Context: an optimization exercise on an open-source flow, tuned for small area, a short achievable clock period and few clock cycles. The choices shown serve that exercise and are no tape-out recipe. Where RTL was checked, it was by simulation tests only, not by an equivalence proof against the original. Power and IR drop assume default switching activity.

// batbot_codec
module batbot_codec (
    input  wire       clk,
    input  wire       rst,           
    input  wire       rx_valid,
    input  wire [7:0] rx_data,
    input  wire       rx_last,
    output wire       rx_ready,
    output wire       tx_valid,
    output wire [7:0] tx_data,
    output wire       tx_last,
    input  wire       tx_ready,
    input  wire [3:0] enc_a,
    input  wire [3:0] enc_b
);
Size in the first run: ~2,400 cells after synthesis, about 490 flip-flops, ~27,000 sq um of cells after synthesis.
Settings: LEC_CHECK=0, CAP_MARGIN=20, CORE_MARGIN=2, CORE_UTILIZATION=25, CTS_BUF_LIST=sky130_fd_sc_hd__clkbuf_8, CTS_CLUSTER_DIAMETER=50, CTS_CLUSTER_SIZE=16, PLACE_DENSITY=0.5, SLEW_MARGIN=20; clock period 10.0 ns.
standard.sh (not shown) runs the stock make flow with config.mk's settings and CLKGATE_MAP_FILE= SYNTH_SCRIPT=/design/flow/synth_recipe.tcl, a recipe that flattens the netlist after the stock synthesis.
==> flow/flow/run.sh <==
#!/bin/bash
# The standard layout, with two changes to how it is made:
#  - the port buffers are buf_4 cells
#  - repair_timing aims for more setup slack than the standard flow does
set -euo pipefail
bash standard.sh \
  "BUFFER_PORTS_ARGS=-buffer_cell sky130_fd_sc_hd__buf_4" \
  SETUP_SLACK_MARGIN=${MARGIN:-6.85} \
  finish > standard.log 2>&1
The first run went through all stages and came out clean.
Testbench counts at the start, summed over its fixed seeds: cycles 17,791.
Next try:
CORE_UTILIZATION = 40   (was 25)
CTS_BUF_LIST = sky130_fd_sc_hd__clkbuf_16   (was sky130_fd_sc_hd__clkbuf_8)
CTS_CLUSTER_DIAMETER = 60   (was 50)
CTS_CLUSTER_SIZE = 22   (was 16)
PLACE_DENSITY = 0.55   (was 0.5)
Sequential power hardly moves.
Clock skew falls by 32 ps.
Register-to-register slack is worse by 20 ps.
Synthesized area stays the same.
Count of clock-buffer cells in the layout falls by 7.
Wire length falls slightly.
Utilization rises by 17 points.
Cell area falls slightly.
Critical path depth stays the same.
Next try:
--- a/flow/flow/run.sh
+++ b/flow/flow/run.sh
@@ -7,3 +7,3 @@
   "BUFFER_PORTS_ARGS=-buffer_cell sky130_fd_sc_hd__buf_4" \
-  SETUP_SLACK_MARGIN=${MARGIN:-6.85} \
+  SETUP_SLACK_MARGIN=${MARGIN:-7.0} \
   finish > standard.log 2>&1
CORE_UTILIZATION = 65   (was 40)
PLACE_DENSITY = 0.8   (was 0.55)
The new run completed with no timing, DRC or antenna violations.
Design area rose slightly.
Global-route usage rose by 11 points.
Count of clock-buffer cells in the layout fell by 8.
Via count rose by a little under a tenth.
Combinational power rose by a quarter to a third.
Next try:
--- a/flow/flow/run.sh
+++ b/flow/flow/run.sh
@@ -7,3 +7,3 @@
   "BUFFER_PORTS_ARGS=-buffer_cell sky130_fd_sc_hd__buf_4" \
-  SETUP_SLACK_MARGIN=${MARGIN:-7.0} \
+  SETUP_SLACK_MARGIN=${MARGIN:-6.85} \
   finish > standard.log 2>&1
CORE_UTILIZATION = 25   (was 65)
PLACE_DENSITY = 0.5   (was 0.8)
Effect: The new run completed without violations. Critical path depth is unchanged. Routed wire length falls by 1.7%. Worst hold slack got worse by 18 ps. Setup slack got worse by 100 ps. Clock skew rises by 27 ps.
Next try:
CORE_UTILIZATION = 50   (was 25)
PLACE_DENSITY = 0.65   (was 0.5)
Setup slack gains 86 ps.
Final area is lower by 2.7%.
Worst hold slack gains 9.1 ps.
Wire length is lower by 3.7%.
Final cell count is lower by 18%.
Combinational power is higher by about 8%.
Power is higher by 1.5%.
Die area is lower by 49%.
Critical path depth stays the same.
First-iteration DRC count is higher by 20%.
Global-route usage is higher by 11 points.
Next try:
CORE_UTILIZATION = 58   (was 50)
PLACE_DENSITY = 0.72   (was 0.65)
Result: The changed run passed the timing, design-rule and antenna checks. Via count increases by 0.84%. Count of clock-buffer cells in the layout does not change. Non-clock buffer count climbs by 9. Cell area went down by 0.48%. Hold slack improves by 6.0 ps.

---

batbot_codec, a different RTL version from the one above (not shown whole).
For scale: about 2500 cells after synthesis, about 27000 um^2 of cells after synthesis.
export LEC_CHECK = 0
export CAP_MARGIN = 20
export CORE_MARGIN = 2
export CORE_UTILIZATION = 25
export PLACE_DENSITY = 0.5
export SLEW_MARGIN = 20
create_clock -name core_clock -period 10.0 [get_ports {clk}]
==> flow/flow/run.sh <==
#!/bin/bash
# The standard layout, with two changes to how it is made:
#  - the port buffers are buf_4 cells
#  - repair_timing aims for more setup slack than the standard flow does
set -euo pipefail
bash standard.sh \
  "BUFFER_PORTS_ARGS=-buffer_cell sky130_fd_sc_hd__buf_4" \
  SETUP_SLACK_MARGIN=${MARGIN:-6.85} \
  finish > standard.log 2>&1
The starting point completed with no timing, DRC or antenna violations.
Change:
==> flow/run.sh (new file) <==
#!/bin/bash
# synth_recipe.tcl (not shown) runs the flow's synth.tcl, then flattens the netlist and writes it again
# the make line also repeats each setting of config.mk as NAME=value (left out here)
make -C /OpenROAD-flow-scripts/flow DESIGN_CONFIG=/design/flow/config.mk WORK_HOME=/design/flow/orfs CLKGATE_MAP_FILE= SYNTH_SCRIPT=/design/flow/synth_recipe.tcl finish
removed: flow/flow/run.sh
removed: flow/standard.sh
Critical path depth is higher by 6.
Via count is lower by 0.95%.
Synthesized area stays the same.
Die area is unchanged.
Clock-buffer cell count is lower by 8.
Power is lower by 2.1%.
Cell area is lower by 2.3%.
Change:
==> flow/flow/run.sh (new file) <==
#!/bin/bash
# The standard layout, with two changes to how it is made:
#  - the port buffers are buf_4 cells
#  - repair_timing aims for more setup slack than the standard flow does
set -euo pipefail
bash standard.sh \
  "BUFFER_PORTS_ARGS=-buffer_cell sky130_fd_sc_hd__buf_4" \
  SETUP_SLACK_MARGIN=${MARGIN:-6.6} \
  finish > standard.log 2>&1
==> flow/standard.sh (new file) <==
#!/bin/bash
# synth_recipe.tcl (not shown) runs the flow's synth.tcl, then flattens the netlist and writes it again
# the make line also repeats each setting of config.mk as NAME=value (left out here)
make -C /OpenROAD-flow-scripts/flow DESIGN_CONFIG=/design/flow/config.mk WORK_HOME=/design/flow/orfs CLKGATE_MAP_FILE= SYNTH_SCRIPT=/design/flow/synth_recipe.tcl "${@:-finish}"
Settings changed: ABC_AREA set to 1.
removed: flow/run.sh
Effect: Wire length grows by 12%; register-to-register slack gets better by 980 ps; setup slack gets better by 1500 ps; flip-flop and latch count is unchanged; design area grows by 3.0%; die area grows by 3.3%; non-clock buffer count shrinks by 10.
Change:
Settings changed: ABC_AREA 1 to not set.
What happened: Core utilization increases by 0.32 points. Cell area decreases by 2.0%. Count of clock-buffer cells in the layout decreases by 7. Sequential power is about the same. Register-to-register slack degrades by 210 ps. Power increases by 1.7%. Global-route usage decreases by 0.60 points. Synthesized area decreases by 3.2%.
Function was not checked in any run of this note: the RTL went through the layout flow alone.

---

Another version of the RTL of batbot_codec (not shown whole).
Size: roughly 500 flip-flops, about 32 I/O pins, roughly 0.027 sq mm of cells after synthesis.
make LEC_CHECK=0 CAP_MARGIN=20 CORE_MARGIN=2 CORE_UTILIZATION=25 PLACE_DENSITY=0.5 SLEW_MARGIN=20 finish   # period 10.0 ns
run.sh (not shown) runs the stock make flow with config.mk's settings and CLKGATE_MAP_FILE= SYNTH_SCRIPT=/design/flow/synth_recipe.tcl, a recipe that flattens the netlist after the stock synthesis.
Stock flow here: none of the scripts above is used.
Then changed:
--- a/flow/config.mk
+++ b/flow/config.mk
@@ -11,0 +12 @@
+export SETUP_SLACK_MARGIN = 5
Effect:
- power is unchanged
- wire length does not change
- design area does not change
- flip-flop and latch count is unchanged
- clock skew does not change
- combinational power barely changes
- core utilization stays the same
- clock-buffer cell count does not change
- register-to-register slack hardly moves
- global-route usage is unchanged
- die area is unchanged
Function was not checked in any run of this note: the RTL went through the layout flow alone.

---

batbot_codec, a different RTL version from the one above (not shown whole).
For scale: ~2,400 cells after synthesis, roughly 500 flip-flops, ~32 I/O pins, about 27,000 um^2 of cells after synthesis.
clock: 10.0 ns
lec_check: 0
cap_margin: 20
core_margin: 2
core_utilization: 25
place_density: 0.5
slew_margin: 20
The starting point passed the timing, design-rule and antenna checks.
==> next run, changes <==
--- a/flow/config.mk
+++ b/flow/config.mk
@@ -6,4 +6,5 @@
 export NUM_CORES = 4
 export LEC_CHECK = 0
+export ABC_CLOCK_PERIOD_IN_PS = 3000
 export CAP_MARGIN = 20
 export CORE_MARGIN = 2
Effect:
- The changed run completed without violations
- non-clock buffer count stays the same
- total power does not change
- synthesized cell count is unchanged
- core utilization is unchanged
No functional check of the RTL was part of any run of this note.

---

RTL: one of the versions met above, not the one the previous note started from.
Size in the first run: roughly 2400 cells after synthesis, roughly 27000 µm² of cells after synthesis.
Design batbot_codec, start of the top module:
module batbot_codec (
    input  wire       clk,
    input  wire       rst,           
    input  wire       rx_valid,
    input  wire [7:0] rx_data,
    input  wire       rx_last,
    output wire       rx_ready,
    output wire       tx_valid,
    output wire [7:0] tx_data,
    output wire       tx_last,
    input  wire       tx_ready,
    input  wire [3:0] enc_a,
    input  wire [3:0] enc_b
);
Settings: LEC_CHECK=0, CAP_MARGIN=20, CORE_MARGIN=2, CORE_UTILIZATION=50, CTS_BUF_LIST=sky130_fd_sc_hd__clkbuf_16, CTS_CLUSTER_DIAMETER=110, CTS_CLUSTER_SIZE=32, PLACE_DENSITY=0.65, SLEW_MARGIN=20; clock period 10.0 ns.
standard.sh (not shown) runs the stock make flow with config.mk's settings and CLKGATE_MAP_FILE= SYNTH_SCRIPT=/design/flow/synth_recipe.tcl, a recipe that flattens the netlist after the stock synthesis.
==> flow/flow/run.sh <==
#!/bin/bash
# The standard layout, with two changes to how it is made:
#  - the port buffers are buf_4 cells
#  - repair_timing aims for more setup slack than the standard flow does
set -euo pipefail
bash standard.sh \
  "BUFFER_PORTS_ARGS=-buffer_cell sky130_fd_sc_hd__buf_4" \
  SETUP_SLACK_MARGIN=${MARGIN:-6.85} \
  finish > standard.log 2>&1
The starting point finished clean.
Testbench counts at the start, summed over its fixed seeds: cycles 17,791.
Change:
--- a/flow/flow/run.sh
+++ b/flow/flow/run.sh
@@ -7,3 +7,3 @@
   "BUFFER_PORTS_ARGS=-buffer_cell sky130_fd_sc_hd__buf_4" \
-  SETUP_SLACK_MARGIN=${MARGIN:-6.85} \
+  SETUP_SLACK_MARGIN=${MARGIN:-6.95} \
   finish > standard.log 2>&1
CTS_CLUSTER_DIAMETER = 60   (was 110)
CTS_CLUSTER_SIZE = 22   (was 32)
=> Power rises by 17%; critical path depth is unchanged; clock skew rose by 5.2 ps; worst hold slack degrades by 11 ps; first-iteration DRC count drops by about 9%; fmax hardly moves; sequential power stays flat; via count goes up by 1.5%; global-route usage grows by 0.24 points; setup slack stays flat; area after synthesis does not change.
Change:
--- a/flow/flow/run.sh
+++ b/flow/flow/run.sh
@@ -7,3 +7,3 @@
   "BUFFER_PORTS_ARGS=-buffer_cell sky130_fd_sc_hd__buf_4" \
-  SETUP_SLACK_MARGIN=${MARGIN:-6.95} \
+  SETUP_SLACK_MARGIN=${MARGIN:-6.85} \
   finish > standard.log 2>&1
CTS_BUF_LIST = sky130_fd_sc_hd__clkbuf_8   (was sky130_fd_sc_hd__clkbuf_16)
CTS_CLUSTER_DIAMETER = 45   (was 60)
CTS_CLUSTER_SIZE = 18   (was 22)
The new run passed the timing, design-rule and antenna checks.
Die area is unchanged.
Combinational power drops by about 7%.
Register-to-register slack loses 130 ps.
Worst hold slack gains 4.9 ps.
Cell count grows by about 0.6%.
Cell area fell by 1.4%.

---

Another version of the RTL of batbot_codec (not shown whole).
Size: roughly 500 flip-flops, roughly 0.027 sq mm of cells after synthesis.
export LEC_CHECK = 0
export CAP_MARGIN = 20
export CORE_MARGIN = 2
export CORE_UTILIZATION = 50
export CTS_BUF_LIST = sky130_fd_sc_hd__clkbuf_16
export CTS_CLUSTER_DIAMETER = 60
export CTS_CLUSTER_SIZE = 22
export PLACE_DENSITY = 0.65
export SLEW_MARGIN = 20
create_clock -name core_clock -period 10.0 [get_ports {clk}]
==> flow/flow/run.sh <==
#!/bin/bash
# The standard layout, with two changes to how it is made:
#  - the port buffers are buf_4 cells
#  - repair_timing aims for more setup slack than the standard flow does
set -euo pipefail
bash standard.sh \
  "BUFFER_PORTS_ARGS=-buffer_cell sky130_fd_sc_hd__buf_4" \
  SETUP_SLACK_MARGIN=${MARGIN:-6.95} \
  finish > standard.log 2>&1
The first run went through all stages and came out clean.
Edit:
--- a/flow/flow/run.sh
+++ b/flow/flow/run.sh
@@ -8 +8 @@
-  SETUP_SLACK_MARGIN=${MARGIN:-6.95} \
+  SETUP_SLACK_MARGIN=${MARGIN:-6.85} \
Effect:
- The changed run ran to the end with no violations
- register-to-register slack gains 80 ps
- cell count barely changes
- total power came out higher by about 3.7%
- routed wire length goes up by about 2%
- area after synthesis does not change
- combinational power rose by about 6%
- cell area hardly moves
- first-iteration DRC count went up by 7.2%
No functional check of the RTL was part of any run of this note.

---

Setup of rev 12:
batbot_codec, a different RTL version from the one above (not shown whole).
Size: about 26,000 um^2 of cells after synthesis.
Settings: LEC_CHECK=0, CAP_MARGIN=20, CORE_MARGIN=2, CORE_UTILIZATION=65, CTS_BUF_LIST=sky130_fd_sc_hd__clkbuf_16, CTS_CLUSTER_DIAMETER=60, CTS_CLUSTER_SIZE=22, PLACE_DENSITY=0.8, SLEW_MARGIN=20; clock period 10.0 ns.
==> flow/flow/run.sh <==
#!/bin/bash
# The standard layout, with two changes to how it is made:
#  - the port buffers are buf_4 cells
#  - repair_timing aims for more setup slack than the standard flow does
set -euo pipefail
bash standard.sh \
  "BUFFER_PORTS_ARGS=-buffer_cell sky130_fd_sc_hd__buf_4" \
  SETUP_SLACK_MARGIN=${MARGIN:-7.0} \
  finish > standard.log 2>&1
Rev 12 did not stop at any stage, and its layout met the timing, design-rule and antenna checks.
Changes in rev 13 relative to rev 12:
- swapping 0.8 for 0.65 in PLACE_DENSITY
- swapping 65 for 50 in CORE_UTILIZATION
diff --git a/flow/flow/run.sh b/flow/flow/run.sh
--- a/flow/flow/run.sh
+++ b/flow/flow/run.sh
@@ -7,3 +7,3 @@
   "BUFFER_PORTS_ARGS=-buffer_cell sky130_fd_sc_hd__buf_4" \
-  SETUP_SLACK_MARGIN=${MARGIN:-7.0} \
+  SETUP_SLACK_MARGIN=${MARGIN:-6.85} \
   finish > standard.log 2>&1
### Flow results
- Taking rev 12 as the reference, in rev 13 via count normalized by instance count fell about 10%, share of cell area taken by flip-flops and latches roughly the same, leakage dissipation now smaller.
- On count of clock-net buffers in the final layout: between rev 12 and rev 13, it ends up higher for rev 13.
- Taking rev 12 as 1.0, rev 13 lands at 0.945 on total vias in the final route.
- Timing-limited maximum frequency was higher in the run labelled rev 12.
No functional check of the RTL was part of any run of this note.

---

## before
Another version of the RTL of batbot_codec (not shown whole).
For scale: about 2400 cells after synthesis, ~490 flip-flops, ~32 I/O pins, roughly 27000 µm² of cells after synthesis.
clock: 10.0 ns
lec_check: 0
cap_margin: 20
core_margin: 2
core_utilization: 50
cts_buf_list: sky130_fd_sc_hd__clkbuf_16
cts_cluster_diameter: 60
cts_cluster_size: 32
place_density: 0.65
slew_margin: 20
==> flow/flow/run.sh <==
#!/bin/bash
# The standard layout, with two changes to how it is made:
#  - the port buffers are buf_4 cells
#  - repair_timing aims for more setup slack than the standard flow does
set -euo pipefail
bash standard.sh \
  "BUFFER_PORTS_ARGS=-buffer_cell sky130_fd_sc_hd__buf_4" \
  SETUP_SLACK_MARGIN=${MARGIN:-6.85} \
  finish > standard.log 2>&1
For after, these inputs were changed with respect to before:
- a change of CTS_CLUSTER_SIZE from 32 to 22
==> comparison <==
In terms of fmax, before and after differ only marginally. Re area share of fa/ha/maj cells after synthesis: no difference whatsoever between after and before. Summary of after over before: total power consumption of the routed design decreased by 0.78% relative to the old numbers; clock network area share closely matched the old numbers. after ran to completion and came out clean on the timing, design-rule and antenna checks. On static leakage power, before and after are basically level. Via count of the first global-routing pass of before is on par with after.
Function was not checked in any run of this note: the RTL went through the layout flow alone.

-- what the ideal ports hide --
The flow's constraints put no driver on any port. The routed layouts listed below were extracted and timed again, unchanged, in two steps.
Step 1, drivers: a clkbuf_16 drives clk and a buf_2 each remaining input, both assumed.
Step 2, shift: input delay + t, output delay - t, t = (earliest + latest rising clock arrival at the registers) / 2. This alone moves slack from input paths to output paths.
Three values: no drivers, after step 1, after step 2; two values: the first two.
run	t, ns	slack for setup (ns)	latest minus earliest clock arrival (ns)
the first run of note 1	0.760	6.612 / 6.552 / 6.188	0.070 / 0.071
the second run of note 1	0.639	6.829 / 6.771 / 6.288	0.035 / 0.035
the third run of note 1	0.638	6.833 / 6.778 / 6.235	0.031 / 0.030
the fourth run of note 1	0.648	6.733 / 6.671 / 6.246	0.060 / 0.060
the fifth run of note 1	0.639	6.818 / 6.762 / 6.308	0.028 / 0.028
the sixth run of note 1	0.635	6.798 / 6.740 / 6.230	0.050 / 0.050
the first run of note 2	0.682	6.714 / 6.654 / 6.337	0.071 / 0.071
the second run of note 2	0.699	5.186 / 5.218 / 4.519	0.070 / 0.070
the third run of note 2	0.683	6.694 / 6.649 / 6.057	0.065 / 0.064
the fourth run of note 2	0.685	6.647 / 6.647 / 6.009	0.092 / 0.092
the first run of note 3	0.715	5.647 / 5.647 / 5.045	0.074 / 0.074
the second run of note 3	0.715	5.647 / 5.647 / 5.045	0.074 / 0.074
the first run of note 4	0.686	5.413 / 5.443 / 4.757	0.085 / 0.085
the second run of note 4	0.686	5.413 / 5.443 / 4.757	0.085 / 0.085
the first run of note 5	0.627	6.805 / 6.746 / 6.298	0.023 / 0.023
the second run of note 5	0.641	6.806 / 6.751 / 6.310	0.030 / 0.030
the third run of note 5	0.715	6.746 / 6.686 / 6.210	0.070 / 0.069
the first run of note 6	0.629	6.815 / 6.815 / 6.420	0.038 / 0.039
the second run of note 6	0.643	6.891 / 6.837 / 6.292	0.033 / 0.033
rev 12	0.625	6.763 / 6.763 / 6.249	0.039 / 0.039
rev 13	0.643	6.682 / 6.682 / 6.177	0.041 / 0.041
before	0.634	6.642 / 6.642 / 6.355	0.045 / 0.044
after	0.629	6.641 / 6.641 / 6.348	0.041 / 0.041
After both steps every run listed still meets setup and hold. For the second run of note 2, which loses most, drivers alone change the setup slack by +0.032 ns; drivers and shift together by -0.667 ns.
